Background: an optimization exercise with open tools, aiming at a short achievable clock period. Do not read the settings as production practice. At most, simulation tests tie the RTL to the original design; equivalence was not proved. Only the layout flow was run in runs 1, 5 and 6; the RTL was not checked for function there. No run shown here takes its clock network from TritonCTS; it comes from the design's own scripts or RTL. The flow treats the clock pin as an ideal source. Dropping or thinning the clock tree relies on that and would not hold on a real chip. Power and IR drop assume default switching activity.

`config.mk`:
```
export PLATFORM = sky130hd
export DESIGN_NAME = fcp
export DESIGN_NICKNAME = fcp
export VERILOG_FILES = /design/flow/design.v
export SDC_FILE = /design/flow/constraint.sdc
export NUM_CORES = 4
export LEC_CHECK = 0
export ABC_CLOCK_PERIOD_IN_PS = 800
export CAP_MARGIN = 20
export CORE_MARGIN = 2
export CORE_UTILIZATION = 40
export PLACE_DENSITY = 0.6
export SETUP_SLACK_MARGIN = 2.75
export SLEW_MARGIN = 20
export SYNTH_HIERARCHICAL = 1
export SYNTH_MINIMUM_KEEP_SIZE = 0
```
`constraint.sdc`:
```
create_clock -name core_clock -period 4.5 [get_ports {clk}]
set_input_delay 0.9000 -clock core_clock [delete_from_list [all_inputs] [get_ports {clk}]]
set_output_delay 0.9000 -clock core_clock [all_outputs]
set_load 0.01 [all_outputs]
```
`design.v`:
```
module fcp #(
    parameter PMAX = 64                  
) (
    input  wire        clk,
    input  wire        rst,              
    input  wire        req_valid,
    input  wire [35:0] req,
    output reg         rsp_valid,
    output reg  [49:0] rsp
);
    wire [3:0]  opsel = req[35:32];
    wire [31:0] arg   = req[31:0];
    wire [7:0]  b     = arg[7:0];
    wire [15:0] s_len = arg[31:16];
    reg         st_idle, st_fill, st_emit;    
    reg  [7:0]  acc_s;       
    reg  [7:0]  acc_c;
    reg         acc_sv;      
    reg  [7:0]  hdr_s;       
    reg  [7:0]  hdr_c;       
    reg  [7:0]  t_type;
    reg  [7:0]  t_id;
    reg  [6:0]  t_len;       
    reg  [PMAX-1:0] pc;      
    reg  [6:0]  prem;        
    reg         prem1;       
    reg         prem2;       
    reg         wen;         
    reg  [7:0]  wd;
    reg  [6:0]  kh;          
    reg  [6:0]  eidx;
    reg         elast;       
    reg         sp;          
    reg  [5:0]  hc;          
    reg         hvalid;
    reg  [47:0] hdr;         
    reg         pp_v;        
    reg  [7:0]  pp_b;
    reg  [5:0]  pp_pos;
    wire [47:0] hdr_eff;     
    reg  [7:0]  pbuf [0:PMAX-1];
    wire plast = wen ? prem2 : prem1;
    wire v, a_csinit, a_encst, a_encpay, a_emit, a_push, a_hdclr;
    wire acc_en, acc_init, acc_add;
    wire n_idle, n_fill, n_emit;
    wire g_acc_a, g_acc_h, g_eb, g_em, g_push, g_get, g_pack, g_unpack;
    wire [1:0] status;
    wire len_big, len_zero;
    fcp_len u_len (.s_len(s_len), .len_big(len_big), .len_zero(len_zero));
    fcp_dec u_dec (
        .req_valid(req_valid), .rst(rst), .opsel(opsel),
        .len_big(len_big), .len_zero(len_zero),
        .st_idle(st_idle), .st_fill(st_fill), .st_emit(st_emit),
        .hvalid(hvalid), .plast(plast), .elast(elast), .kh0(kh[0]),
        .v(v), .a_csinit(a_csinit), .a_encst(a_encst), .a_encpay(a_encpay),
        .a_emit(a_emit), .a_push(a_push), .a_hdclr(a_hdclr),
        .n_idle(n_idle), .n_fill(n_fill), .n_emit(n_emit),
        .acc_sv(acc_sv), .g_acc_a(g_acc_a), .g_acc_h(g_acc_h), .g_eb(g_eb), .g_em(g_em), .g_push(g_push),
        .g_get(g_get), .g_pack(g_pack), .g_unpack(g_unpack), .status(status)
    );
    fcp_accen u_accen (
        .req_valid(req_valid), .rst(rst), .opsel(opsel),
        .st_idle(st_idle), .st_fill(st_fill), .acc_sv(acc_sv),
        .acc_en(acc_en), .acc_init(acc_init), .acc_add(acc_add)
    );
    wire [7:0] acc_n;        
    wire [7:0] eff_s, eff_c;
    wire [7:0] hdr_n;        
    fcp_obs u_obs_a (.acc_s(acc_s), .acc_c(acc_c), .acc_n(acc_n));
    fcp_obs u_obs_h (.acc_s(hdr_s), .acc_c(hdr_c), .acc_n(hdr_n));
    wire [7:0] ebyte;
    fcp_emux u_emux (
        .kh(kh), .t_type(t_type), .t_id(t_id), .t_len(t_len),
        .sp(sp), .p0(pbuf[0]), .p1(pbuf[1]), .ebyte(ebyte)
    );
    wire [47:0] rest, data;
    fcp_rmux u_rmux (
        .g_eb(g_eb), .g_em(g_em), .g_push(g_push), .g_get(g_get),
        .g_pack(g_pack), .g_unpack(g_unpack), .ebyte(ebyte),
        .elast(elast), .hc5(hc[5]), .hvalid(hvalid), .hdr(hdr_eff), .arg(arg),
        .data(rest)
    );
    fcp_fin u_fin (.g_acc_a(g_acc_a), .acc_n(acc_n), .g_acc_h(g_acc_h), .hdr_n(hdr_n),
                   .rest(rest), .data(data));
    always @(posedge clk) begin
        rsp_valid <= v;
        rsp       <= {status, data};
    end
    always @(posedge clk) begin
        st_idle <= n_idle;
        st_fill <= n_fill;
        st_emit <= n_emit;
    end
    wire [7:0] acc_s_d, acc_c_d;
    assign eff_s = acc_sv ? hdr_s : acc_s;
    assign eff_c = acc_sv ? hdr_c : acc_c;
    wire [7:0] hdr_s_d, hdr_c_d;
    fcp_accn u_accn (
        .acc_s(eff_s), .acc_c(eff_c), .b(b), .init(acc_init), .add(acc_add),
        .acc_s_d(acc_s_d), .acc_c_d(acc_c_d)
    );
    fcp_hsum u_hsum (
        .type_b(arg[7:0]), .id_b(arg[15:8]), .len_b(s_len[7:0]),
        .hdr_s(hdr_s_d), .hdr_c(hdr_c_d)
    );
    always @(posedge clk) begin
        if (acc_en) begin
            acc_s <= acc_s_d;
            acc_c <= acc_c_d;
        end
        acc_sv <= a_encst;
        if (st_idle) begin
            hdr_s <= hdr_s_d;
            hdr_c <= hdr_c_d;
        end
    end
    always @(posedge clk) begin
        if (st_idle) begin
            t_type <= arg[7:0];
            t_id   <= arg[15:8];
            t_len  <= s_len[6:0];
        end
    end
    always @(posedge clk) begin
        if (st_idle) begin
            pc    <= {{(PMAX-1){1'b0}}, 1'b1};
            prem  <= s_len[6:0];
            prem1 <= (s_len[6:0] == 7'd1);
            prem2 <= (s_len[6:0] == 7'd2);
        end else if (wen) begin
            pc    <= {pc[PMAX-2:0], 1'b0};
            prem  <= prem - 7'd1;
            prem1 <= (prem == 7'd2);
            prem2 <= (prem == 7'd3);
        end
        wen <= a_encpay;
        wd  <= b;
    end
    integer i;
    always @(posedge clk) begin
        for (i = 0; i < PMAX; i = i + 1) begin
            if (sp) begin
                if (i < PMAX - 1)
                    pbuf[i] <= pbuf[i+1];
            end else if (wen && pc[i]) begin
                pbuf[i] <= wd;
            end
        end
    end
    always @(posedge clk) begin
        if (!st_emit) begin
            kh    <= 7'b0000001;
            eidx  <= 7'd0;
            elast <= 1'b0;
        end else if (a_emit) begin
            kh    <= kh[6] ? kh : {kh[5:0], 1'b0};
            eidx  <= eidx + 7'd1;
            elast <= (eidx == t_len + 7'd4);
        end
        sp <= a_emit && kh[6];
    end
    always @(posedge clk) begin
        if (rst || a_hdclr) begin
            hc     <= 6'b000001;
            hvalid <= 1'b0;
        end else if (a_push) begin
            hc <= {hc[4:0], hc[5]};
            if (hc[0]) hvalid <= 1'b0;
            if (hc[5]) hvalid <= 1'b1;
        end
    end
    always @(posedge clk) begin
        pp_v   <= a_push;
        pp_b   <= b;
        pp_pos <= hc;
    end
    genvar g;
    generate
        for (g = 0; g < 6; g = g + 1) begin : g_hdr
            always @(posedge clk)
                if (pp_v && pp_pos[g])
                    hdr[8*g +: 8] <= pp_b;
            assign hdr_eff[8*g +: 8] = (pp_v && pp_pos[g]) ? pp_b : hdr[8*g +: 8];
        end
    endgenerate
endmodule
module fcp_dec (
    input  wire        req_valid,
    input  wire        rst,
    input  wire [3:0]  opsel,
    input  wire        len_big,
    input  wire        len_zero,
    input  wire        st_idle,
    input  wire        st_fill,
    input  wire        st_emit,
    input  wire        hvalid,
    input  wire        plast,
    input  wire        elast,
    input  wire        kh0,
    output wire        v,
    output wire        a_csinit,
    output wire        a_encst,
    output wire        a_encpay,
    output wire        a_emit,
    output wire        a_push,
    output wire        a_hdclr,
    output wire        n_idle,
    output wire        n_fill,
    output wire        n_emit,
    input  wire        acc_sv,
    output wire        g_acc_a,
    output wire        g_acc_h,
    output wire        g_eb,
    output wire        g_em,
    output wire        g_push,
    output wire        g_get,
    output wire        g_pack,
    output wire        g_unpack,
    output wire [1:0]  status
);
    wire o_csinit  = (opsel == 4'h1);
    wire o_csadd   = (opsel == 4'h2);
    wire o_csfin   = (opsel == 4'h3);
    wire o_encst   = (opsel == 4'h4);
    wire o_encpay  = (opsel == 4'h5);
    wire o_encemit = (opsel == 4'h6);
    wire o_abort   = (opsel == 4'h7);
    wire o_push    = (opsel == 4'h8);
    wire o_get     = (opsel == 4'h9);
    wire o_hdclr   = (opsel == 4'hA);
    wire o_pack    = (opsel == 4'hB);
    wire o_unpack  = (opsel == 4'hC);
    wire o_ill     = (opsel[3:2] == 2'b11) && (opsel[1:0] != 2'b00);
    assign v         = req_valid && !rst;
    assign a_csinit  = v && o_csinit && st_idle;
    wire   a_csadd   = v && o_csadd  && st_idle;
    assign a_encst   = v && o_encst  && st_idle && !len_big;
    assign a_encpay  = v && o_encpay && st_fill;
    assign a_emit    = v && o_encemit && st_emit;
    wire   a_abort   = v && o_abort;
    assign a_push    = v && o_push;
    assign a_hdclr   = v && o_hdclr;
    wire stay = !rst && !a_abort;
    assign n_idle = rst || a_abort
                 || (st_idle && !a_encst)
                 || (a_emit && elast);
    assign n_fill = stay && ((st_fill && !(a_encpay && plast))
                          || (a_encst && !len_zero));
    assign n_emit = stay && ((st_emit && !(a_emit && elast))
                          || (a_encpay && plast)
                          || (a_encst && len_zero));
    wire   g_acc    = (o_csfin && st_idle) || (o_encemit && st_emit && kh0);
    assign g_acc_a  = g_acc && !acc_sv;
    assign g_acc_h  = g_acc && acc_sv;
    assign g_eb     = o_encemit && st_emit && !kh0;
    assign g_em     = o_encemit && st_emit;
    assign g_push   = o_push;
    assign g_get    = o_get;
    assign g_pack   = o_pack;
    assign g_unpack = o_unpack;
    assign status[0] = ((o_csinit || o_csadd || o_csfin || o_encst) && !st_idle)
                     || (o_encpay && !st_fill)
                     || (o_encemit && !st_emit)
                     || (o_get && !hvalid)
                     || o_ill;
    assign status[1] = (o_encst && st_idle && len_big) || o_ill;
endmodule
module fcp_accen (
    input  wire        req_valid,
    input  wire        rst,
    input  wire [3:0]  opsel,
    input  wire        st_idle,
    input  wire        st_fill,
    input  wire        acc_sv,
    output wire        acc_en,
    output wire        acc_init,
    output wire        acc_add
);
    wire v = req_valid && !rst;
    assign acc_add  = v && ((st_idle && opsel == 4'h2) || (st_fill && opsel == 4'h5));
    assign acc_init = rst || (v && st_idle && opsel == 4'h1);
    assign acc_en   = acc_init || acc_sv || acc_add;
endmodule
module fcp_accn (
    input  wire [7:0] acc_s,
    input  wire [7:0] acc_c,
    input  wire [7:0] b,
    input  wire       init,
    input  wire       add,
    output wire [7:0] acc_s_d,
    output wire [7:0] acc_c_d
);
    function [7:0] pp_add;
        input [7:0] x;
        input [7:0] y;
        reg   [7:0] g, p, t, g1, t1, g2, t2, g3;
        integer n;
        begin
            g = x & y;
            p = x ^ y;
            t = x | y;
            for (n = 0; n < 8; n = n + 1) begin
                if (n >= 1) begin
                    g1[n] = g[n] | ((x[n] & x[n-1]) & y[n-1])
                                 | ((y[n] & x[n-1]) & y[n-1]);
                    t1[n] = t[n] & t[n-1];
                end else begin
                    g1[n] = g[n];
                    t1[n] = t[n];
                end
            end
            for (n = 0; n < 8; n = n + 1) begin
                if (n >= 2) begin
                    g2[n] = g1[n] | (t1[n] & g1[n-2]);
                    t2[n] = t1[n] & t1[n-2];
                end else begin
                    g2[n] = g1[n];
                    t2[n] = t1[n];
                end
            end
            for (n = 0; n < 8; n = n + 1) begin
                if (n >= 4)
                    g3[n] = g2[n] | (t2[n] & g2[n-4]);
                else
                    g3[n] = g2[n];
            end
            pp_add = p ^ {g3[6:0], 1'b0};
        end
    endfunction
    function [7:0] csa_s;
        input [7:0] x;
        input [7:0] y;
        input [7:0] z;
        csa_s = x ^ y ^ z;
    endfunction
    function [7:0] csa_c;
        input [7:0] x;
        input [7:0] y;
        input [7:0] z;
        reg   [7:0] m;
        begin
            m     = (x & y) | (x & z) | (y & z);
            csa_c = {m[6:0], 1'b0};
        end
    endfunction
    assign acc_s_d = init ? 8'hFF : add ? csa_s(acc_s, acc_c, b) : acc_s;
    assign acc_c_d = init ? 8'h00 : add ? csa_c(acc_s, acc_c, b) : acc_c;
endmodule
module fcp_hsum (
    input  wire [7:0] type_b,
    input  wire [7:0] id_b,
    input  wire [7:0] len_b,
    output wire [7:0] hdr_s,
    output wire [7:0] hdr_c
);
    function [7:0] pp_add;
        input [7:0] x;
        input [7:0] y;
        reg   [7:0] g, p, t, g1, t1, g2, t2, g3;
        integer n;
        begin
            g = x & y;
            p = x ^ y;
            t = x | y;
            for (n = 0; n < 8; n = n + 1) begin
                if (n >= 1) begin
                    g1[n] = g[n] | ((x[n] & x[n-1]) & y[n-1])
                                 | ((y[n] & x[n-1]) & y[n-1]);
                    t1[n] = t[n] & t[n-1];
                end else begin
                    g1[n] = g[n];
                    t1[n] = t[n];
                end
            end
            for (n = 0; n < 8; n = n + 1) begin
                if (n >= 2) begin
                    g2[n] = g1[n] | (t1[n] & g1[n-2]);
                    t2[n] = t1[n] & t1[n-2];
                end else begin
                    g2[n] = g1[n];
                    t2[n] = t1[n];
                end
            end
            for (n = 0; n < 8; n = n + 1) begin
                if (n >= 4)
                    g3[n] = g2[n] | (t2[n] & g2[n-4]);
                else
                    g3[n] = g2[n];
            end
            pp_add = p ^ {g3[6:0], 1'b0};
        end
    endfunction
    function [7:0] csa_s;
        input [7:0] x;
        input [7:0] y;
        input [7:0] z;
        csa_s = x ^ y ^ z;
    endfunction
    function [7:0] csa_c;
        input [7:0] x;
        input [7:0] y;
        input [7:0] z;
        reg   [7:0] m;
        begin
            m     = (x & y) | (x & z) | (y & z);
            csa_c = {m[6:0], 1'b0};
        end
    endfunction
    wire [7:0] hs1 = csa_s(type_b, id_b, len_b);
    wire [7:0] hc1 = csa_c(type_b, id_b, len_b);
    assign hdr_s = csa_s(hs1, hc1, 8'd2);
    assign hdr_c = csa_c(hs1, hc1, 8'd2);
endmodule
module fcp_obs (
    input  wire [7:0] acc_s,
    input  wire [7:0] acc_c,
    output wire [7:0] acc_n
);
    function [7:0] pp_add;
        input [7:0] x;
        input [7:0] y;
        reg   [7:0] g, p, t, g1, t1, g2, t2, g3;
        integer n;
        begin
            g = x & y;
            p = x ^ y;
            t = x | y;
            for (n = 0; n < 8; n = n + 1) begin
                if (n >= 1) begin
                    g1[n] = g[n] | ((x[n] & x[n-1]) & y[n-1])
                                 | ((y[n] & x[n-1]) & y[n-1]);
                    t1[n] = t[n] & t[n-1];
                end else begin
                    g1[n] = g[n];
                    t1[n] = t[n];
                end
            end
            for (n = 0; n < 8; n = n + 1) begin
                if (n >= 2) begin
                    g2[n] = g1[n] | (t1[n] & g1[n-2]);
                    t2[n] = t1[n] & t1[n-2];
                end else begin
                    g2[n] = g1[n];
                    t2[n] = t1[n];
                end
            end
            for (n = 0; n < 8; n = n + 1) begin
                if (n >= 4)
                    g3[n] = g2[n] | (t2[n] & g2[n-4]);
                else
                    g3[n] = g2[n];
            end
            pp_add = p ^ {g3[6:0], 1'b0};
        end
    endfunction
    function [7:0] csa_s;
        input [7:0] x;
        input [7:0] y;
        input [7:0] z;
        csa_s = x ^ y ^ z;
    endfunction
    function [7:0] csa_c;
        input [7:0] x;
        input [7:0] y;
        input [7:0] z;
        reg   [7:0] m;
        begin
            m     = (x & y) | (x & z) | (y & z);
            csa_c = {m[6:0], 1'b0};
        end
    endfunction
    assign acc_n = ~pp_add(acc_s, acc_c);
endmodule
module fcp_emux (
    input  wire [6:0] kh,
    input  wire [7:0] t_type,
    input  wire [7:0] t_id,
    input  wire [6:0] t_len,
    input  wire       sp,
    input  wire [7:0] p0,
    input  wire [7:0] p1,
    output wire [7:0] ebyte
);
    localparam [7:0] PROTO_VER = 8'h03;
    wire [7:0] pay_head = sp ? p1 : p0;
    assign ebyte = ({8{kh[1]}} & PROTO_VER)
                 | ({8{kh[2]}} & t_type)
                 | ({8{kh[3]}} & t_id)
                 | ({8{kh[4]}} & {1'b0, t_len})
                 | ({8{kh[6]}} & pay_head);
endmodule
module fcp_rmux (
    input  wire        g_eb,
    input  wire        g_em,
    input  wire        g_push,
    input  wire        g_get,
    input  wire        g_pack,
    input  wire        g_unpack,
    input  wire [7:0]  ebyte,
    input  wire        elast,
    input  wire        hc5,
    input  wire        hvalid,
    input  wire [47:0] hdr,
    input  wire [31:0] arg,
    output wire [47:0] data
);
    wire [31:0] pack_w   = {arg[27:6], arg[5:0], 4'b0000};
    wire [31:0] unpack_w = {arg[2:0], arg[3], arg[31:10], arg[9:4]};
    assign data = ({48{g_eb}}     & {40'd0, ebyte})
                | ({48{g_em}}     & {39'd0, elast, 8'd0})
                | ({48{g_push}}   & {47'd0, hc5})
                | ({48{g_get}}    & (hdr & {48{hvalid}}))
                | ({48{g_pack}}   & {16'd0, pack_w})
                | ({48{g_unpack}} & {16'd0, unpack_w});
endmodule
module fcp_fin (
    input  wire        g_acc_a,
    input  wire [7:0]  acc_n,
    input  wire        g_acc_h,
    input  wire [7:0]  hdr_n,
    input  wire [47:0] rest,
    output wire [47:0] data
);
    assign data = {rest[47:8],
                   rest[7:0] | (acc_n & {8{g_acc_a}}) | (hdr_n & {8{g_acc_h}})};
endmodule
module fcp_len (
    input  wire [15:0] s_len,
    output wire        len_big,
    output wire        len_zero
);
    wire n1, n2, n3, n4, n5, hi_any, lo_any;
    fcp_nor3  u_n1 (.a(s_len[15]), .b(s_len[14]), .c(s_len[13]), .y(n1));
    fcp_nor3  u_n2 (.a(s_len[12]), .b(s_len[11]), .c(s_len[10]), .y(n2));
    fcp_nor3  u_n3 (.a(s_len[9]),  .b(s_len[8]),  .c(s_len[7]),  .y(n3));
    fcp_nor3  u_n4 (.a(s_len[5]),  .b(s_len[4]),  .c(s_len[3]),  .y(n4));
    fcp_nor3  u_n5 (.a(s_len[2]),  .b(s_len[1]),  .c(s_len[0]),  .y(n5));
    fcp_nand3 u_hi (.a(n1), .b(n2), .c(n3), .y(hi_any));      
    fcp_nand2 u_lo (.a(n4), .b(n5), .y(lo_any));             
    fcp_a21o  u_bg (.a1(s_len[6]), .a2(lo_any), .b1(hi_any), .x(len_big));
    fcp_nor3  u_z  (.a(hi_any), .b(s_len[6]), .c(lo_any), .y(len_zero));
endmodule
module fcp_nor3 (input wire a, input wire b, input wire c, output wire y);
    assign y = ~(a | b | c);
endmodule
module fcp_nand3 (input wire a, input wire b, input wire c, output wire y);
    assign y = ~(a & b & c);
endmodule
module fcp_nand2 (input wire a, input wire b, output wire y);
    assign y = ~(a & b);
endmodule
module fcp_a21o (input wire a1, input wire a2, input wire b1, output wire x);
    assign x = (a1 & a2) | b1;
endmodule
```
`flow/run.sh`:
```
#!/bin/bash
# Standard layout, with the clock tree built by flow/tree.tcl (two levels of
# clkbuf_16) instead of TritonCTS. Full output of the ORFS run goes to
# flow_standard.log in the work folder; ORFS's own per-step logs stay under orfs/logs.
set -euo pipefail
W=$(pwd)
export PRE_CTS_TCL="$W/flow/tree.tcl"
bash standard.sh > "$W/flow_standard.log" 2>&1
```
`flow/tree.tcl`:
```
# PRE_CTS hook: build a two-level clock tree by hand in place of TritonCTS.
# The clock port drives NROOT clkbuf_16 buffers; each drives the clkbuf_16
# leaf buffers of its region; each leaf drives at most LEAF_MAX flip-flops.
# Regions and leaf clusters come from recursive bisection of the flip-flop
# positions (alternating x and y at the median).

set LEAF_MAX 28
set NROOT_LEVELS 2   ;# 2 bisections -> 4 root buffers
set BUF sky130_fd_sc_hd__clkbuf_16

set db    [ord::get_db]
set block [ord::get_db_block]
set master [$db findMaster $BUF]
set clknet [$block findNet clk]

# Port buffers: the flow leaves delay cells (clkdlybuf4s50_1) at the ports;
# use plain buffers so the port paths start fast.
foreach bt [$block getBTerms] {
  set net [$bt getNet]
  if {[$net getName] == "clk"} continue
  foreach it [$net getITerms] {
    set inst [$it getInst]
    if {[$bt getIoType] == "INPUT"} {
      replace_cell [$inst getName] sky130_fd_sc_hd__buf_8
    } else {
      replace_cell [$inst getName] sky130_fd_sc_hd__buf_4
    }
  }
}

set sinks {}
foreach it [$clknet getITerms] {
  set inst [$it getInst]
  set bb [$inst getBBox]
  set x [expr {([$bb xMin] + [$bb xMax]) / 2}]
  set y [expr {([$bb yMin] + [$bb yMax]) / 2}]
  lappend sinks [list $x $y $it]
}
puts "tree.tcl: [llength $sinks] clock sinks"

proc bisect {items axis} {
  set s [lsort -integer -index $axis $items]
  set h [expr {[llength $s] / 2}]
  return [list [lrange $s 0 [expr {$h - 1}]] [lrange $s $h end]]
}

# split items until each part has at most max entries
proc split_to {items axis max} {
  if {[llength $items] <= $max} { return [list $items] }
  lassign [bisect $items $axis] a b
  set na [expr {1 - $axis}]
  return [concat [split_to $a $na $max] [split_to $b $na $max]]
}

proc split_levels {items axis levels} {
  if {$levels == 0} { return [list $items] }
  lassign [bisect $items $axis] a b
  set na [expr {1 - $axis}]
  return [concat [split_levels $a $na [expr {$levels - 1}]] [split_levels $b $na [expr {$levels - 1}]]]
}

proc centroid {items} {
  set sx 0; set sy 0
  foreach e $items { set sx [expr {$sx + [lindex $e 0]}]; set sy [expr {$sy + [lindex $e 1]}] }
  set n [llength $items]
  return [list [expr {$sx / $n}] [expr {$sy / $n}]]
}

proc place_buf {block master name x y} {
  set inst [odb::dbInst_create $block $master $name]
  set w [[$inst getMaster] getWidth]
  set h [[$inst getMaster] getHeight]
  $inst setLocation [expr {$x - $w / 2}] [expr {$y - $h / 2}]
  $inst setPlacementStatus PLACED
  return $inst
}

set regions [split_levels $sinks 0 $NROOT_LEVELS]
set r 0
set nleaf 0
foreach reg $regions {
  set leaves [split_to $reg [expr {$NROOT_LEVELS % 2}] $LEAF_MAX]
  set rnet [odb::dbNet_create $block "clknet_r$r"]
  $rnet setSigType CLOCK
  set lc {}
  foreach lf $leaves {
    lassign [centroid $lf] x y
    lappend lc [list $x $y]
    set li [place_buf $block $master "clkbuf_leaf_r${r}_$nleaf" $x $y]
    set lnet [odb::dbNet_create $block "clknet_leaf_$nleaf"]
    $lnet setSigType CLOCK
    [$li findITerm X] connect $lnet
    [$li findITerm A] connect $rnet
    foreach e $lf {
      set it [lindex $e 2]
      $it disconnect
      $it connect $lnet
    }
    incr nleaf
  }
  lassign [centroid $lc] x y
  set ri [place_buf $block $master "clkbuf_root_$r" $x $y]
  [$ri findITerm X] connect $rnet
  [$ri findITerm A] connect $clknet
  incr r
}
$clknet setSigType CLOCK
puts "tree.tcl: $r root buffers, $nleaf leaf buffers"

global_connect
set_propagated_clock [all_clocks]

# TritonCTS is replaced by the tree above
rename clock_tree_synthesis clock_tree_synthesis_unused
proc clock_tree_synthesis {args} { puts "tree.tcl: clock tree built by hand, TritonCTS skipped" }
```
`standard.sh`:
```
#!/bin/bash
# synth_recipe.tcl (not shown) runs the flow's synth.tcl, then flattens the netlist and writes it again
# the make line also repeats each setting of config.mk as NAME=value (left out here)
make -C /OpenROAD-flow-scripts/flow DESIGN_CONFIG=/design/flow/config.mk WORK_HOME=/design/flow/orfs CLKGATE_MAP_FILE= SYNTH_SCRIPT=/design/flow/synth_recipe.tcl "${@:-finish}"
```
==> flow_summary.toml, run 1 <==
[timing]
fmax_mhz = 476
fin_tns_setup_ns = 0
min_period_ns = 2.10
slew_headroom_pct = 53.4
setup_viol = 0
worstMarginPinSlew_ns = 0.699
fin_worst_skew_ns = 0.0247
maxSlewViolCount = 0
post-route-period-util_pct = 46.7
hold_viol = 0
rsz0062_at_grt = "yes"

[hold_path]
min-delay-start = "hc[1]"
holdPathEnd = "pp_pos[1]"
hold_class = "reg -> reg"
whs_path_depth = 0

[worst_setup_path]
critPathLaunchType = "input pin"
r2r_cells = 7
reg2reg_slack_ns = 2.51
worstPathRequired_ns = 4.65
worst_setup_path_end_kind = "flop"
r2r-start = "st_idle"
rr_endpoint = "acc_s[1]"
crit_fanout = 14
critPathKind = "in -> reg"
critical_path_arrival_ns = 2.25

[placement]
io_buffers = 89
place_congestion = 0.870
placed_cell_area_sq_mm = 0.0340
dp_hpwl_microns = 44800

[clock_network]
clk_pin_slew_ns = 0.10
ctsHoldBuffers = 0
clk_latency_ns = 0.40

[finish]
layout_commonest_cell = "nand2_1"
final_cell_mix = "1063 x nand2_1, 576 x edfxtp_1, 149 x dfxtp_1, 86 x mux2i_1, 86 x nor2_1"
final_cell_area_sq_mm = 0.0369
final_nets = 2948
utilization_pct = 45.9
layout-drive-gt1-share_pct = 19.2
area_growth_pct = 13.9
diodes = 0

[routing]
ant_nets = 0
num_vias = 20500
drt_pre_antenna_iters = 7
vias_per_cell = 5.23
drc_errors = 0
drt-initial-drc-count = 1839
wire_per_inst_microns = 19.8
routed_wirelength_microns = 77500

[pwr]
finalPower_w = 0.0122
powerDensity_mw_per_mm2 = 330
p_leak_nw = 13.9
irDropWorstVdd_mv = 0.431

[global_routing]
gr-total-overflow = 0
grt.total_usage_pct = 18.2
grt_max_degree = 119
grt_pass1_vias = 20100
antenna_found_initial = 0
grt_pass1_wl_microns = 120000

[logic_synthesis]
synth_area_per_cell_sq_um = 11.5
syn_area_sq_mm = 0.0324
synth_cells = 2825
yosys_warnings = 12

[die]
num_rows = 104
die_w_microns = 289
fp.dieH_microns = 289
coreArea_sq_mm = 0.0804
pin_count = 90
initial_core_util_pct = 40.3
fp.dieArea_sq_mm = 0.0833

[job]
cap_violations = 0

[outcome]
status = "complete, no violations"
[routing by layer]
metal / vias to the layer above / track usage, % / wire (microns)
li1: 9513 / - / -
met1: 10300 / 26.8 / 35700
met2: 615 / 29.3 / 35800
met3: 75 / 2.41 / 4680
met4: 0 / 2.96 / 1410
met5: - / 0 / 0
[power by group]
| group | internal, W | switching, W | total (W) |
|---|---|---|---|
| combinational | 0.000339 | 0.000473 | 0.000812 |
| clock | 0.00145 | 0.00205 | 0.00350 |
| sequential | 0.00779 | 0.0000775 | 0.00787 |
[worst max path at each step]
| stage | from | to | slack (ns) |
|---|---|---|---|
| finish | req[32] | acc_s[1] | 2.40 |
| global placement | req[32] | acc_s[1] | 1.23 |
| detailed placement | req[32] | acc_s[0] | 1.15 |
| floorplan | req[33] | acc_c[2] | 2.25 |
| global route | req[33] | acc_s[2] | 2.37 |
| CTS | req[33] | acc_s[1] | 2.40 |
[sequential cells by signal, indices dropped and copies added (netlist names), 6 cells and up]
signal / cells
pbuf: 512
pc: 64
rsp: 50
hdr: 48
acc_c: 8
acc_s: 8
hdr_c: 8
hdr_s: 8
t_id: 8
t_type: 8
wd: 8
eidx: 7
kh: 7
prem: 7
t_len: 7
hc: 6
pp_pos: 6
[stage by stage]
step | worst slack, ns | hold WS (ns) | cells
after floorplan | 2.25 | 0.350 | 2826
after global placement | 1.23 | 0.356 | 3777
after detailed placement | 1.15 | 0.360 | 3777
after CTS | 2.40 | 0.373 | 3874
after global routing | 2.37 | 0.387 | 3916
final | 2.40 | 0.377 | 3916
[final cells by class]
| type | instances | area [sq um] |
|---|---|---|
| fillers | 7250 | 43500 |
| repair buffers | 212 | 2640 |
| multi-input cells | 1757 | 10200 |
| inverters | 69 | 307 |
| plain buffers | 36 | 901 |
| flip-flops and latches | 782 | 21500 |
| well taps | 1060 | 1330 |
[critical path: stages]
cell	delay [ns]
buf_8	0.13
and2b_2	0.22
a32oi_2	0.20
nor3b_2	0.07
buf_6	0.15
buf_4	0.15
clkbuf_16	0.15
a211o_1	0.26
[repair_timing]
| item | in CTS | in global routing |
|---|---|---|
| cloned | 13 | 3 |
| setup endpoints to repair | 1136 | 436 |
| pin swaps | 12 | 27 |
| gates resized for setup | 161 | 105 |
| setup buffers | 48 | 39 |
==> run 2: changes to the inputs <==
--- a/design.v
+++ b/design.v
@@ -41,7 +41,7 @@
     reg  [7:0]  pbuf [0:PMAX-1];
     wire plast = wen ? prem2 : prem1;
     wire v, a_csinit, a_encst, a_encpay, a_emit, a_push, a_hdclr;
-    wire acc_en, acc_init, acc_add;
+    wire acc_init, acc_add, acc_init_c, acc_add_c;
     wire n_idle, n_fill, n_emit;
     wire g_acc_a, g_acc_h, g_eb, g_em, g_push, g_get, g_pack, g_unpack;
     wire [1:0] status;
@@ -61,7 +61,12 @@
     fcp_accen u_accen (
         .req_valid(req_valid), .rst(rst), .opsel(opsel),
         .st_idle(st_idle), .st_fill(st_fill), .acc_sv(acc_sv),
-        .acc_en(acc_en), .acc_init(acc_init), .acc_add(acc_add)
+        .acc_init(acc_init), .acc_add(acc_add)
+    );
+    fcp_accen u_accen_c (
+        .req_valid(req_valid), .rst(rst), .opsel(opsel),
+        .st_idle(st_idle), .st_fill(st_fill), .acc_sv(acc_sv),
+        .acc_init(acc_init_c), .acc_add(acc_add_c)
     );
     wire [7:0] acc_n;        
     wire [7:0] eff_s, eff_c;
@@ -95,19 +100,22 @@
     assign eff_s = acc_sv ? hdr_s : acc_s;
     assign eff_c = acc_sv ? hdr_c : acc_c;
     wire [7:0] hdr_s_d, hdr_c_d;
-    fcp_accn u_accn (
+    wire [7:0] acc_s_nc, acc_c_ns;
+    fcp_accn u_accn_s (
         .acc_s(eff_s), .acc_c(eff_c), .b(b), .init(acc_init), .add(acc_add),
-        .acc_s_d(acc_s_d), .acc_c_d(acc_c_d)
+        .acc_s_d(acc_s_d), .acc_c_d(acc_s_nc)
+    );
+    fcp_accn u_accn_c (
+        .acc_s(eff_s), .acc_c(eff_c), .b(b), .init(acc_init_c), .add(acc_add_c),
+        .acc_s_d(acc_c_ns), .acc_c_d(acc_c_d)
     );
     fcp_hsum u_hsum (
         .type_b(arg[7:0]), .id_b(arg[15:8]), .len_b(s_len[7:0]),
         .hdr_s(hdr_s_d), .hdr_c(hdr_c_d)
     );
     always @(posedge clk) begin
-        if (acc_en) begin
-            acc_s <= acc_s_d;
-            acc_c <= acc_c_d;
-        end
+        acc_s <= acc_s_d;    
+        acc_c <= acc_c_d;    
         acc_sv <= a_encst;
         if (st_idle) begin
             hdr_s <= hdr_s_d;
@@ -272,14 +280,12 @@
     input  wire        st_idle,
     input  wire        st_fill,
     input  wire        acc_sv,
-    output wire        acc_en,
     output wire        acc_init,
     output wire        acc_add
 );
     wire v = req_valid && !rst;
     assign acc_add  = v && ((st_idle && opsel == 4'h2) || (st_fill && opsel == 4'h5));
     assign acc_init = rst || (v && st_idle && opsel == 4'h1);
-    assign acc_en   = acc_init || acc_sv || acc_add;
 endmodule
 module fcp_accn (
     input  wire [7:0] acc_s,
@@ -343,8 +349,8 @@
             csa_c = {m[6:0], 1'b0};
         end
     endfunction
-    assign acc_s_d = init ? 8'hFF : add ? csa_s(acc_s, acc_c, b) : acc_s;
-    assign acc_c_d = init ? 8'h00 : add ? csa_c(acc_s, acc_c, b) : acc_c;
+    assign acc_s_d = add ? csa_s(acc_s, acc_c, b) : init ? 8'hFF : acc_s;
+    assign acc_c_d = add ? csa_c(acc_s, acc_c, b) : init ? 8'h00 : acc_c;
 endmodule
 module fcp_hsum (
     input  wire [7:0] type_b,
==> flow_summary.toml, run 2 <==
[outcome]
status = "complete, no violations"

[pwr]
powerDensity_mw_per_mm2 = 324
irDropWorstVdd_mv = 0.213
p_leak_nw = 14.3

[job]
cap_violations = 0

[clock_network]
clk_pin_slew_ns = 0.10
clk_latency_ns = 0.40

[worst_setup_path]
critPathLaunchType = "input pin"
crit_fanout = 8
worstPathRequired_ns = 4.79
critical_path_arrival_ns = 2.25
critPathKind = "in -> reg"
worst_setup_path_end_kind = "flop"

[placement]
io_buffers = 89
placedCellCount = 3790
place_ws_ns = 1.37
dp_hpwl_microns = 42600
place_congestion = 0.858

[routing]
drt_pre_antenna_iters = 9
vias_per_cell = 5.27
num_vias = 20800
drt-initial-drc-count = 1830
ant_nets = 0
routed_wirelength_microns = 79700
drc_errors = 0
wire_per_inst_microns = 20.2

[global_routing]
grt_pass1_vias = 20700
gr-total-overflow = 0
grt_max_degree = 131
antenna_found_initial = 0
grt_pass1_wl_microns = 119000
grt.total_usage_pct = 17.8

[timing]
slew_headroom_pct = 52.8
fmax_mhz = 510
fin_tns_setup_ns = 0
worstMarginPinSlew_ns = 0.706
maxSlewViolCount = 0
setup_viol = 0
fin_worst_skew_ns = 0.0266
post-route-period-util_pct = 43.5
hold_viol = 0
fin_ws_ns = 2.54
rsz0062_at_grt = "yes"
min_period_ns = 1.96

[die]
pin_count = 90
fp.dieH_microns = 289
num_rows = 104
fp.dieArea_sq_mm = 0.0833
die_w_microns = 289
coreArea_sq_mm = 0.0804
initial_core_util_pct = 40.3

[finish]
final_cell_mix = "1066 x nand2_1, 560 x edfxtp_1, 151 x dfxtp_1, 88 x nor2_1, 77 x mux2i_1"
layout_commonest_cell = "nand2_1"
fin_cells = 3950
utilization_pct = 46.8
largest_register_ffs = 512
layout-drive-gt1-share_pct = 20.4
final_nets = 2989
diodes = 0
top_register = "pbuf"
area_growth_pct = 16.0
top_regs = "pbuf: 512 flops, pc: 64 flops, rsp: 50 flops"

[logic_synthesis]
synth_area_per_cell_sq_um = 11.4
yosys_warnings = 12
syn_area_sq_mm = 0.0324
synth_cells = 2843

[hold_path]
hold_class = "reg -> reg"
run 2: path summary, 6_finish.rpt:
| path | endpoint | cells past startpoint | from | slack (ns) |
|---|---|---|---|---|
| worst min-delay path | pp_pos[4] | 0 | hc[4] | 0.38 |
| worst max-delay path | rsp[6] | 9 | req[33] | 2.54 |
| worst max register to register | rsp[7] | 7 | hdr_s[2] | 2.55 |
| worst min register to register | pp_pos[4] | 0 | hc[4] | 0.38 |
run 2: area by class of cell:
class	instances	area (sq um)
Buffer	36	901
Tap cell	1060	1330
Timing Repair Buffer	225	2970
Multi-Input combinational cell	1774	10700
Sequential cell	782	21400
Fill cell	7175	42800
Inverter	73	319
run 2: power breakdown:
group / total [W] / internal, W / switching, W
combinational: 0.000823 / 0.000355 / 0.000468
clock: 0.00350 / 0.00144 / 0.00205
sequential: 0.00785 / 0.00776 / 0.0000858
total: 0.0122 / 0.00956 / 0.00261
run 2: critical path: stages:
cell and delay [ns]:
buf_12 0.08, buf_12 0.10, buf_4 0.11, buf_6 0.09
nor2_4 0.04, and2_4 0.17, a222oi_1 0.35, nand2_1 0.12
a221o_1 0.28
run 2: per-stage QoR:
stage          total power (W)  cell area (sq um)  hold slack (ns)
6_report                0.0122              37600            0.378
5_1_grt                 0.0125              37600            0.387
4_1_cts                 0.0121              36500            0.377
3_5_place_dp           0.00865              33900            0.364
3_3_place_gp           0.00865              33900            0.355
2_1_floorplan          0.00837              32700            0.350
run 2: timing repair:
action | 4_1_cts | 5_1_grt
buffers inserted | 62 | 35
gates resized for setup | 230 | 151
pin swaps | 46 | 66
gates cloned | 12 | 15
endpoints found under the setup margin | 1102 | 823
hold buffers | 0 | 0
run 2: layer usage:
metal  vias up  track usage (%)  wire length (microns)
met3       114             2.15                   4490
met2       599             29.4                  37800
met5         -                0                      0
met4         0             4.27                   2100
li1       9570                -                      -
met1     10500             25.0                  35300
==> run 3: changes to the inputs <==
--- a/config.mk
+++ b/config.mk
@@ -8,9 +8,9 @@
 export ABC_CLOCK_PERIOD_IN_PS = 800
 export CAP_MARGIN = 20
 export CORE_MARGIN = 2
-export CORE_UTILIZATION = 40
-export PLACE_DENSITY = 0.6
-export SETUP_SLACK_MARGIN = 2.75
+export CORE_UTILIZATION = 55
+export PLACE_DENSITY = 0.7
+export SETUP_SLACK_MARGIN = 2.8
 export SLEW_MARGIN = 20
 export SYNTH_HIERARCHICAL = 1
 export SYNTH_MINIMUM_KEEP_SIZE = 0
==> flow_summary.toml, run 3 <==
[outcome]
status = "complete, no violations"

[timing]
setup_viol = 0
rsz0062_at_grt = "yes"
maxSlewViolCount = 0
fmax_mhz = 535
min_period_ns = 1.87
fin_tns_setup_ns = 0
worstMarginPinSlew_ns = 0.674
fin_worst_skew_ns = 0.0303
slew_headroom_pct = 55.1
hold_viol = 0
post-route-period-util_pct = 41.5

[die]
initial_core_util_pct = 55.9
pin_count = 90
die_w_microns = 247
coreArea_sq_mm = 0.0580
fp.dieArea_sq_mm = 0.0609
fp.dieH_microns = 247
num_rows = 88

[worst_setup_path]
worstPathRequired_ns = 4.80
slowest_stage = "nor2b_4"
max_stage_delay_ns = 0.20
critical_path_arrival_ns = 2.17
critPathLaunchType = "input pin"
worst_setup_path_end_kind = "flop"
crit_cells = 9
crit_path_cell_trace = "buf_12, nor2b_4, nand3_4, nor2_4, buf_6, and3_4, nand4_1, xnor2_1, and2_1"
critPathKind = "in -> reg"
critPathTopFamily = "simple AND/OR/NAND/NOR gates"
r2r_cells = 5
cp.buffers_inverters = 2
crit_fanout = 5

[global_routing]
grt.total_usage_pct = 25.0
gr-total-overflow = 0
grt_max_degree = 107
antenna_found_initial = 0
grt_pass1_vias = 20500
grt_pass1_wl_microns = 119000

[routing]
ant_nets = 0
drc_errors = 0
wire_per_inst_microns = 21.3
routed_wirelength_microns = 78000
drt_pre_antenna_iters = 6
drt-initial-drc-count = 1853
vias_per_cell = 5.73
num_vias = 21000

[finish]
top_register = "pbuf"
fin_cells = 3665
area_growth_pct = 14.1
largest_register_ffs = 512
final_nets = 2999
multi_input_area_sq_mm = 0.0105
top_regs = "pbuf: 512 flops, pc: 64 flops, rsp: 50 flops"
final_cell_area_sq_mm = 0.0370
fill_cells = 4347
final_cell_mix = "1065 x nand2_1, 560 x edfxtp_1, 147 x dfxtp_1, 88 x nor2_1, 88 x buf_4"
final-seq-area_sq_mm = 0.0214
layout-drive-gt1-share_pct = 21.3
layout_commonest_cell = "nand2_1"
diodes = 0

[clock_network]
clk_pin_slew_ns = 0.10
clk_latency_ns = 0.40
ctsHoldBuffers = 0

[placement]
io_buffers = 89
placed_cell_area_sq_mm = 0.0336
placedCellCount = 3499
dp_hpwl_microns = 43300
place_congestion = 0.890

[pwr]
combPwrFrac_pct = 7.0
p_int_w = 0.00958
p_leak_nw = 14.2
p_sw_w = 0.00260
irDropWorstVdd_mv = 0.343
clkPwrFrac_pct = 28.6
swShare_pct = 21.4
powerDensity_mw_per_mm2 = 329
p_seq_share_pct = 64.4

[hold_path]
whs_path_depth = 0
hold_class = "reg -> reg"

[logic_synthesis]
syn_area_sq_mm = 0.0324
yosys_warnings = 12
synth_area_per_cell_sq_um = 11.4
synth_cells = 2843

[job]
cap_violations = 0
==> run 3: cell types whose count changed in the layout (fill, tap and decap cells not counted), sizes merged <==
cell    previous run  this run
nor2              97        99
nand2b            30        28
buf              217       229
clkbuf            41        37
bufbuf             3         5
==> run 3: timing repair <==
action                                 in CTS  in global routing
resized for setup                         237                121
setup endpoints to repair                1171                550
pin swaps                                  37                 42
setup buffers                              71                 35
endpoints found under the hold margin       0                  0
gates cloned                               20                  4
==> run 3: routing by layer <==
metal  track usage, %  part of all wire (%)
met4             5.86                   2.7
met5                0                     0
met3             3.18                   7.7
met1             35.9                    43
met2             40.9                    47
==> run 3: area by class of cell <==
type | instances | share of cell area [%]
flip-flops and latches | 782 | 57.9
multi-input cells | 1774 | 28.3
well taps | 765 | 2.59
inverters | 73 | 0.870
plain buffers | 36 | 2.44
repair buffers | 235 | 7.93
==> run 3: per-stage QoR <==
| step | setup slack, ns | hold WS, ns | utilization [%] | total power (W) |
|---|---|---|---|---|
| final | 2.63 | 0.372 | 63.7 | 0.0122 |
| after global routing | 2.56 | 0.390 | 63.7 | 0.0125 |
| after CTS | 2.61 | 0.376 | 62.5 | 0.0122 |
| after detailed placement | 1.23 | 0.365 | 57.8 | 0.00865 |
| after global placement | 1.33 | 0.356 | 57.8 | 0.00864 |
| after floorplan | 2.33 | 0.350 | - | 0.00837 |
==> run 3: worst paths after layout <==
kind              startpoint   endpoint  slack, ns
setup reg to reg   t_type[4]     rsp[4]       2.64
hold / removal         hc[1]  pp_pos[1]       0.37
hold reg to reg        hc[1]  pp_pos[1]       0.37
setup / recovery     req[33]    eidx[6]       2.63
==> run 3: power groups by stage <==
| stage | clock network, W | logic (W) | registers [W] |
|---|---|---|---|
| 2_1_floorplan | 0 | 0.000399 | 0.00797 |
| 3_3_place_gp | 0 | 0.000620 | 0.00802 |
| 3_5_place_dp | 0 | 0.000638 | 0.00801 |
| 4_1_cts | 0.00352 | 0.000787 | 0.00784 |
| 5_1_grt | 0.00375 | 0.000913 | 0.00785 |
| 6_report | 0.00349 | 0.000848 | 0.00784 |
==> run 4: changes to the inputs <==
--- a/flow/tree.tcl
+++ b/flow/tree.tcl
@@ -25,6 +25,13 @@
     } else {
       replace_cell [$inst getName] sky130_fd_sc_hd__buf_4
     }
+  }
+}
+
+# Response flip-flops drive the output buffers: use the x2 drive strength.
+foreach inst [$block getInsts] {
+  if {[string match {rsp*} [$inst getName]] && [[$inst getMaster] getName] == "sky130_fd_sc_hd__dfxtp_1"} {
+    replace_cell [$inst getName] sky130_fd_sc_hd__dfxtp_2
   }
 }
 
==> flow_summary.toml, run 4 <==
[outcome]
status = "complete, no violations"

[worst_setup_path]
crit_fanout = 1
critPathLaunch = "t_type[4]"
critical_path_arrival_ns = 2.17
worstSetupEndpoint = "rsp[4]"
critPathKind = "reg -> reg"
r2r-start = "t_type[4]"
reg2reg_slack_ns = 2.62
worst_setup_path_end_kind = "flop"
worstPathRequired_ns = 4.79
r2r_cells = 5
rr_endpoint = "rsp[4]"
critPathLaunchType = "flop"

[global_routing]
grt_pass1_vias = 20500
met2_usage_pct = 41.0
grtUsageMet3_pct = 2.54
antenna_found_initial = 2
grt.total_usage_pct = 25.0
grt_max_degree = 107
top_usage_layer = "met2"
gr-total-overflow = 0
met1_usage_pct = 36.3
grt_pass1_wl_microns = 119000

[die]
coreArea_sq_mm = 0.0580
fp.dieArea_sq_mm = 0.0609
die_w_microns = 247
num_rows = 88
fp.dieH_microns = 247
initial_core_util_pct = 55.9
pin_count = 90

[finish]
layout_commonest_cell = "nand2_1"
final_nets = 2997
top_register = "pbuf"
final_cell_area_sq_mm = 0.0369
layout-drive-gt1-share_pct = 21.0
area_growth_pct = 13.8
final_cell_mix = "1069 x nand2_1, 560 x edfxtp_1, 145 x dfxtp_1, 91 x buf_4, 88 x nor2_1"
top_regs = "pbuf: 512 flops, pc: 64 flops, rsp: 50 flops"
largest_register_ffs = 512

[routing]
vias_per_cell = 5.72
drt_pre_antenna_iters = 7
num_vias = 21000
wire_per_inst_microns = 21.2
routed_wirelength_microns = 77600
drc_errors = 0
ant_nets = 0
drt-initial-drc-count = 2019

[logic_synthesis]
synth_cells = 2843
synth_area_per_cell_sq_um = 11.4
yosys_warnings = 12
syn_area_sq_mm = 0.0324

[clock_network]
clk_pin_slew_ns = 0.10
ctsHoldBuffers = 0
clk_latency_ns = 0.40

[pwr]
p_leak_nw = 14.1
powerDensity_mw_per_mm2 = 330
irDropWorstVdd_mv = 0.354

[hold_path]
whs_path_depth = 0
hold_class = "reg -> reg"

[placement]
dp_hpwl_microns = 43300
io_buffers = 89
placed_cell_area_sq_mm = 0.0336
place_congestion = 0.890

[timing]
min_period_ns = 1.88
rsz0062_at_grt = "yes"
hold_viol = 0
setup_viol = 0
slew_headroom_pct = 53.6
fmax_mhz = 533
fin_worst_skew_ns = 0.0300
fin_tns_setup_ns = 0
post-route-period-util_pct = 41.7
maxSlewViolCount = 0
worstMarginPinSlew_ns = 0.696

[job]
cap_violations = 0
## run 4: changes by cell type in the layout (fill, tap and decap cells not counted), sizes merged
cell,before,now
diode,0,1
clkbuf,37,38
nor2,99,98
buf,229,230
bufbuf,5,2
## run 4: critical path: stages (launching register included)
cell	delay, ns
edfxtp_1	0.43
a222oi_1	0.38
o21ai_1	0.20
a222oi_1	0.41
nand2_1	0.10
a221o_1	0.26
## run 4: routing by layer
layer,vias to the layer above,share of wire [%],wire [microns]
met5,-,0.023,18
met4,2,2.6,1990
met3,136,7.2,5590
met2,803,47,36500
met1,10400,43,33500
li1,9575,-,-
## run 4: layout make-up
class,count,area [sq um]
Antenna cell,1,2.50
Sequential cell,782,21400
Timing Repair Buffer,234,2880
Buffer,36,901
Inverter,73,322
Tap cell,765,957
Fill cell,4377,21100
Multi-Input combinational cell,1773,10400
## run 4: how the worst min path moves through the flow
stage                     start   endpoint  slack (ns)
after floorplan           hc[2]  pp_pos[2]        0.35
after global placement    hc[4]  pp_pos[4]        0.36
after detailed placement  hc[0]  pp_pos[0]        0.37
after CTS                 hc[1]  pp_pos[1]        0.38
after global routing      hc[4]  pp_pos[4]        0.40
final                     hc[1]  pp_pos[1]        0.37
## run 4: what timing repair did
item / in CTS / in global routing
setup endpoints to repair: 1171 / 464
buffers inserted: 75 / 31
gates resized for setup: 188 / 115
endpoints found under the hold margin: 0 / 0
cloned: 18 / 4
pin swaps: 39 / 40
## run 4: where the power goes
group / internal, W / switching [W] / total (W)
registers: 0.00776 / 0.0000790 / 0.00784
clock network: 0.00145 / 0.00204 / 0.00348
logic: 0.000366 / 0.000483 / 0.000849
total: 0.00957 / 0.00260 / 0.0122
## run 4: per-stage QoR
stage	hold slack (ns)	cells	worst slack, ns	utilization, %	total power [W]
after floorplan	0.350	2844	2.33	-	0.00837
after global placement	0.356	3499	1.33	57.8	0.00864
after detailed placement	0.365	3499	1.23	57.8	0.00865
after CTS	0.377	3628	2.60	62.4	0.0121
after global routing	0.396	3663	2.56	63.6	0.0125
final	0.369	3664	2.62	63.6	0.0122
==> run 5: changes to the inputs <==
--- a/design.v
+++ b/design.v
@@ -73,11 +73,15 @@
     wire [7:0] hdr_n;        
     fcp_obs u_obs_a (.acc_s(acc_s), .acc_c(acc_c), .acc_n(acc_n));
     fcp_obs u_obs_h (.acc_s(hdr_s), .acc_c(hdr_c), .acc_n(hdr_n));
-    wire [7:0] ebyte;
+    reg  [7:0] ebyte;
+    wire [7:0] nbyte;
     fcp_emux u_emux (
         .kh(kh), .t_type(t_type), .t_id(t_id), .t_len(t_len),
-        .sp(sp), .p0(pbuf[0]), .p1(pbuf[1]), .ebyte(ebyte)
+        .sp(sp), .p0(pbuf[0]), .p1(pbuf[1]), .p2(pbuf[2]), .nbyte(nbyte)
     );
+    always @(posedge clk)
+        if (a_emit)
+            ebyte <= nbyte;
     wire [47:0] rest, data;
     fcp_rmux u_rmux (
         .g_eb(g_eb), .g_em(g_em), .g_push(g_push), .g_get(g_get),
@@ -485,15 +489,18 @@
     input  wire       sp,
     input  wire [7:0] p0,
     input  wire [7:0] p1,
-    output wire [7:0] ebyte
+    input  wire [7:0] p2,
+    output wire [7:0] nbyte
 );
     localparam [7:0] PROTO_VER = 8'h03;
     wire [7:0] pay_head = sp ? p1 : p0;
-    assign ebyte = ({8{kh[1]}} & PROTO_VER)
-                 | ({8{kh[2]}} & t_type)
-                 | ({8{kh[3]}} & t_id)
-                 | ({8{kh[4]}} & {1'b0, t_len})
-                 | ({8{kh[6]}} & pay_head);
+    wire [7:0] pay_next = sp ? p2 : p1;
+    assign nbyte = ({8{kh[0]}} & PROTO_VER)
+                 | ({8{kh[1]}} & t_type)
+                 | ({8{kh[2]}} & t_id)
+                 | ({8{kh[3]}} & {1'b0, t_len})
+                 | ({8{kh[5]}} & pay_head)
+                 | ({8{kh[6]}} & pay_next);
 endmodule
 module fcp_rmux (
     input  wire        g_eb,
--- a/flow/tree.tcl
+++ b/flow/tree.tcl
@@ -25,13 +25,6 @@
     } else {
       replace_cell [$inst getName] sky130_fd_sc_hd__buf_4
     }
-  }
-}
-
-# Response flip-flops drive the output buffers: use the x2 drive strength.
-foreach inst [$block getInsts] {
-  if {[string match {rsp*} [$inst getName]] && [[$inst getMaster] getName] == "sky130_fd_sc_hd__dfxtp_1"} {
-    replace_cell [$inst getName] sky130_fd_sc_hd__dfxtp_2
   }
 }
 
--- a/config.mk
+++ b/config.mk
@@ -8,9 +8,9 @@
 export ABC_CLOCK_PERIOD_IN_PS = 800
 export CAP_MARGIN = 20
 export CORE_MARGIN = 2
-export CORE_UTILIZATION = 55
-export PLACE_DENSITY = 0.7
-export SETUP_SLACK_MARGIN = 2.8
+export CORE_UTILIZATION = 40
+export PLACE_DENSITY = 0.6
+export SETUP_SLACK_MARGIN = 2.75
 export SLEW_MARGIN = 20
 export SYNTH_HIERARCHICAL = 1
 export SYNTH_MINIMUM_KEEP_SIZE = 0
==> flow_summary.toml, run 5 <==
[die]
num_rows = 105
pin_count = 90
die_w_microns = 290
coreArea_sq_mm = 0.0816
fp.dieArea_sq_mm = 0.0843
fp.dieH_microns = 290
initial_core_util_pct = 40.2

[hold_path]
min-delay-start = "hc[4]"
whs_path_depth = 0
holdPathEnd = "pp_pos[4]"
hold_class = "reg -> reg"

[timing]
rsz0062_at_grt = "yes"
fmax_mhz = 500
fin_ws_ns = 2.50
slew_headroom_pct = 53.6
fin_tns_setup_ns = 0
setup_viol = 0
maxSlewViolCount = 0
worstMarginPinSlew_ns = 0.695
hold_viol = 0
fin_worst_skew_ns = 0.0307
min_period_ns = 2.00
post-route-period-util_pct = 44.4

[finish]
largest_register_ffs = 512
layout_commonest_cell = "nand2_1"
area_growth_pct = 13.1
multi_input_area_sq_mm = 0.0105
final_nets = 2981
utilization_pct = 45.5
final_cell_mix = "1083 x nand2_1, 568 x edfxtp_1, 157 x dfxtp_1, 99 x nor2_1, 75 x mux2i_1"
final-seq-area_sq_mm = 0.0216
fill_cells = 7400
fin_cells = 3952
diodes = 0
layout-drive-gt1-share_pct = 19.5
top_register = "pbuf"
top_regs = "pbuf: 512 flops, pc: 64 flops, rsp: 50 flops"

[worst_setup_path]
worst_setup_path_end_kind = "flop"
critPathLaunchType = "input pin"
critical_path_arrival_ns = 2.34
r2r-start = "hdr_c[5]"
critPathKind = "in -> reg"
reg2reg_slack_ns = 2.59
max_stage_delay_ns = 0.38
r2r_cells = 7
slowest_stage = "a2111oi_4"
worstPathRequired_ns = 4.84
crit_path_cell_trace = "buf_8, buf_4, buf_16, nand4b_1, a2111oi_4, buf_4, buf_8, nand2_1, o21ai_1"
crit_fanout = 8
rr_endpoint = "rsp[7]"

[pwr]
finalPower_w = 0.0122
irDropWorstVdd_mv = 0.280
p_leak_nw = 14.0
powerDensity_mw_per_mm2 = 329

[outcome]
status = "complete, no violations"

[routing]
num_vias = 20600
drt_pre_antenna_iters = 7
routed_wirelength_microns = 74900
drt-initial-drc-count = 1471
wire_per_inst_microns = 19.0
ant_nets = 0
drc_errors = 0
vias_per_cell = 5.22

[placement]
io_buffers = 89
place_ws_ns = 1.27
place_congestion = 0.911
dp_hpwl_microns = 44400
placedCellCount = 3838

[clock_network]
clk_latency_ns = 0.40
clk_pin_slew_ns = 0.11
ctsHoldBuffers = 0

[logic_synthesis]
yosys_warnings = 12
synth_cells = 2876
syn_area_sq_mm = 0.0328
synth_area_per_cell_sq_um = 11.4

[global_routing]
grt_pass1_wl_microns = 118000
antenna_found_initial = 0
grt_pass1_vias = 20600
grt.total_usage_pct = 17.0
gr-total-overflow = 0
grt_max_degree = 125

[job]
cap_violations = 0
[run 5: how the worst max path moves through the flow]
stage | end | start | cells after the start | slack [ns]
finish | acc_s[1] | req[33] | 9 | 2.50
global route | acc_s[1] | req[33] | 9 | 2.45
CTS | eidx[5] | req[33] | 8 | 2.55
floorplan | eidx[5] | req[35] | 8 | 2.24
global placement | eidx[5] | req[32] | 7 | 1.32
detailed placement | eidx[5] | req[32] | 7 | 1.27
[run 5: layer usage]
layer  GRT usage [%]  share of wire [%]  vias to the layer above
met5               0                  0                        -
li1                -                  -                     9610
met2            29.1                 48                      490
met1            24.0                 46                    10500
met3            1.28                4.3                       90
met4            2.81                1.8                        0
[run 5: where the power goes]
group | switching [W] | leakage (nW) | internal, W
clock network | 0.00208 | 0.444 | 0.00145
registers | 0.0000681 | 7.02 | 0.00784
logic | 0.000443 | 6.53 | 0.000325
[run 5: area by class of cell]
cell class,instances,area share (%)
Sequential cell,790,58.2
Inverter,74,0.876
Multi-Input combinational cell,1787,28.2
Tap cell,1070,3.61
Buffer,36,2.43
Timing Repair Buffer,195,6.67
[run 5: through the flow]
step / instance area (sq um) / hold slack, ns
final: 37100 / 0.362
after global routing: 37100 / 0.373
after CTS: 36600 / 0.368
after detailed placement: 34400 / 0.358
after global placement: 34400 / 0.357
after floorplan: 33200 / 0.350
[run 5: worst max-delay path, delay by kind of cell]
kind | cells | cell delay (ns)
AOI/OAI and AO/OA | 2 | 0.44
and+or+nand+nor | 2 | 0.29
buffers and inverters | 5 | 0.71
[run 5: repair_timing]
item                       4_1_cts  5_1_grt
gates cloned                     8        5
pin swaps                       24       34
setup endpoints to repair     1159      474
setup buffers                   50       15
resized for setup              195      109
==> run 6: changes to the inputs <==
--- a/config.mk
+++ b/config.mk
@@ -8,9 +8,9 @@
 export ABC_CLOCK_PERIOD_IN_PS = 800
 export CAP_MARGIN = 20
 export CORE_MARGIN = 2
-export CORE_UTILIZATION = 40
-export PLACE_DENSITY = 0.6
-export SETUP_SLACK_MARGIN = 2.75
+export CORE_UTILIZATION = 55
+export PLACE_DENSITY = 0.7
+export SETUP_SLACK_MARGIN = 2.8
 export SLEW_MARGIN = 20
 export SYNTH_HIERARCHICAL = 1
 export SYNTH_MINIMUM_KEEP_SIZE = 0
==> flow_summary.toml, run 6 <==
[outcome]
status = "complete, no violations"

[routing]
drt-initial-drc-count = 2064
drc_errors = 0
vias_per_cell = 5.78
routed_wirelength_microns = 79100
num_vias = 21400
ant_nets = 0
wire_per_inst_microns = 21.4
drt_pre_antenna_iters = 6

[worst_setup_path]
critPathKind = "in -> reg"
cp.buffers_inverters = 3
cp_common_cell = "buf_6"
max_stage_delay_ns = 0.52
critical_path_arrival_ns = 2.30
worstPathRequired_ns = 4.84
critPathTopFamily = "compound AO/OA/AOI/OAI gates"
crit_path_cell_trace = "buf_12, buf_6, nand4b_1, a2111oi_4, buf_6, nor3_4, a21oi_2"
reg2reg_slack_ns = 2.65
crit_fanout = 8
critPathLaunchType = "input pin"
worst_setup_path_end_kind = "flop"
slowest_stage = "a2111oi_4"

[placement]
placed_cell_area_sq_mm = 0.0340
place_congestion = 0.930
dp_hpwl_microns = 42700
place_ws_ns = 1.02
io_buffers = 89

[timing]
slew_headroom_pct = 51.5
fmax_mhz = 510
hold_viol = 0
worstMarginPinSlew_ns = 0.727
min_period_ns = 1.96
fin_worst_skew_ns = 0.0287
rsz0062_at_grt = "yes"
fin_ws_ns = 2.54
post-route-period-util_pct = 43.6
fin_tns_setup_ns = 0
maxSlewViolCount = 0
setup_viol = 0

[finish]
layout_commonest_cell = "nand2_1"
diodes = 0
final_cell_mix = "1076 x nand2_1, 568 x edfxtp_1, 152 x dfxtp_1, 98 x nor2_1, 90 x buf_4"
top_register = "pbuf"
area_growth_pct = 14.5
layout-drive-gt1-share_pct = 21.5
utilization_pct = 63.6
top_regs = "pbuf: 512 flops, pc: 64 flops, rsp: 50 flops"
final_cell_area_sq_mm = 0.0376
final_nets = 3031
largest_register_ffs = 512

[clock_network]
ctsHoldBuffers = 0
clk_pin_slew_ns = 0.10
clk_latency_ns = 0.40

[global_routing]
grt_pass1_wl_microns = 120000
grt_pass1_vias = 20800
grt.total_usage_pct = 24.7
grt_max_degree = 126
antenna_found_initial = 0
gr-total-overflow = 0

[die]
die_w_microns = 248
num_rows = 89
fp.dieArea_sq_mm = 0.0616
coreArea_sq_mm = 0.0590
initial_core_util_pct = 55.6
fp.dieH_microns = 248
pin_count = 90

[logic_synthesis]
synth_area_per_cell_sq_um = 11.4
synth_cells = 2876
yosys_warnings = 12
syn_area_sq_mm = 0.0328

[pwr]
powerDensity_mw_per_mm2 = 328
p_leak_nw = 14.4
irDropWorstVdd_mv = 0.296

[hold_path]
hold_class = "reg -> reg"

[job]
cap_violations = 0
-- run 6: area by class of cell --
| type | instances | area, sq um |
|---|---|---|
| fillers | 4503 | 21500 |
| flip-flops and latches | 790 | 21600 |
| well taps | 773 | 967 |
| inverters | 74 | 330 |
| repair buffers | 241 | 3020 |
| multi-input cells | 1791 | 10700 |
| plain buffers | 36 | 901 |
-- run 6: final timing paths --
path         startpoint        end  depth (start not counted)
min reg2reg       hc[4]  pp_pos[4]                          0
min               hc[4]  pp_pos[4]                          0
max reg2reg    hdr_s[2]     rsp[7]                          5
max             req[33]   acc_s[7]                          7
-- run 6: metrics by stage --
stage | cells | total power, W | hold WS, ns
CTS | 3672 | 0.0123 | 0.374
global placement | 3534 | 0.00871 | 0.357
global route | 3705 | 0.0127 | 0.380
floorplan | 2877 | 0.00846 | 0.350
finish | 3705 | 0.0123 | 0.375
detailed placement | 3534 | 0.00873 | 0.361
-- run 6: per-layer routing --
layer / routed length, microns / track usage, % / up-vias
met2: 37800 / 41.4 / 776
li1: - / - / 9713
met1: 33200 / 35.4 / 10800
met4: 2720 / 5.22 / 0
met3: 5420 / 2.41 / 168
met5: 0 / 0 / -
-- run 6: what timing repair did --
item	in CTS	in global routing
resized for setup	246	112
gates cloned	14	5
setup endpoints to repair	1251	427
buffers inserted	88	28
pin swaps	42	47
-- run 6: power by group --
| part | switching, W | total [W] | internal [W] |
|---|---|---|---|
| clock | 0.00205 | 0.00349 | 0.00144 |
| combinational | 0.000507 | 0.000906 | 0.000399 |
| sequential | 0.0000722 | 0.00792 | 0.00784 |

## static timing again, ports no longer ideal
The flow's constraints put no driver on any port. The routed layouts listed below were extracted and timed again, unchanged, in two steps.
Step 1 sets driving cells, clkbuf_16 on the clock port and buf_2 on the other inputs (assumed; they add their load-dependent delay and slew).
Step 2, shift: input delay + t, output delay - t, t = (earliest + latest rising clock arrival at the registers) / 2. This alone moves slack from input paths to output paths.
a / b / c = no drivers / after step 1 / after step 2; a / b = the first two.
run | t, ns | slack for setup (ns) | worst setup path at the end | latest minus earliest clock arrival (ns)
run 1 | 0.516 | 2.399 / 2.484 / 1.968 | input to register | 0.026 / 0.026
run 2 | 0.520 | 2.541 / 2.538 / 2.091 | input to register | 0.028 / 0.029
run 3 | 0.506 | 2.632 / 2.543 / 2.090 | input to register | 0.031 / 0.032
run 4 | 0.508 | 2.623 / 2.567 / 2.115 | input to register | 0.032 / 0.031
run 5 | 0.514 | 2.502 / 2.571 / 2.057 | input to register | 0.036 / 0.036
run 6 | 0.510 | 2.539 / 2.502 / 1.992 | input to register | 0.033 / 0.033
After both steps setup and hold are still met in every run listed. For run 6, which loses most, drivers alone change the setup slack by -0.037 ns; drivers and shift together by -0.547 ns.
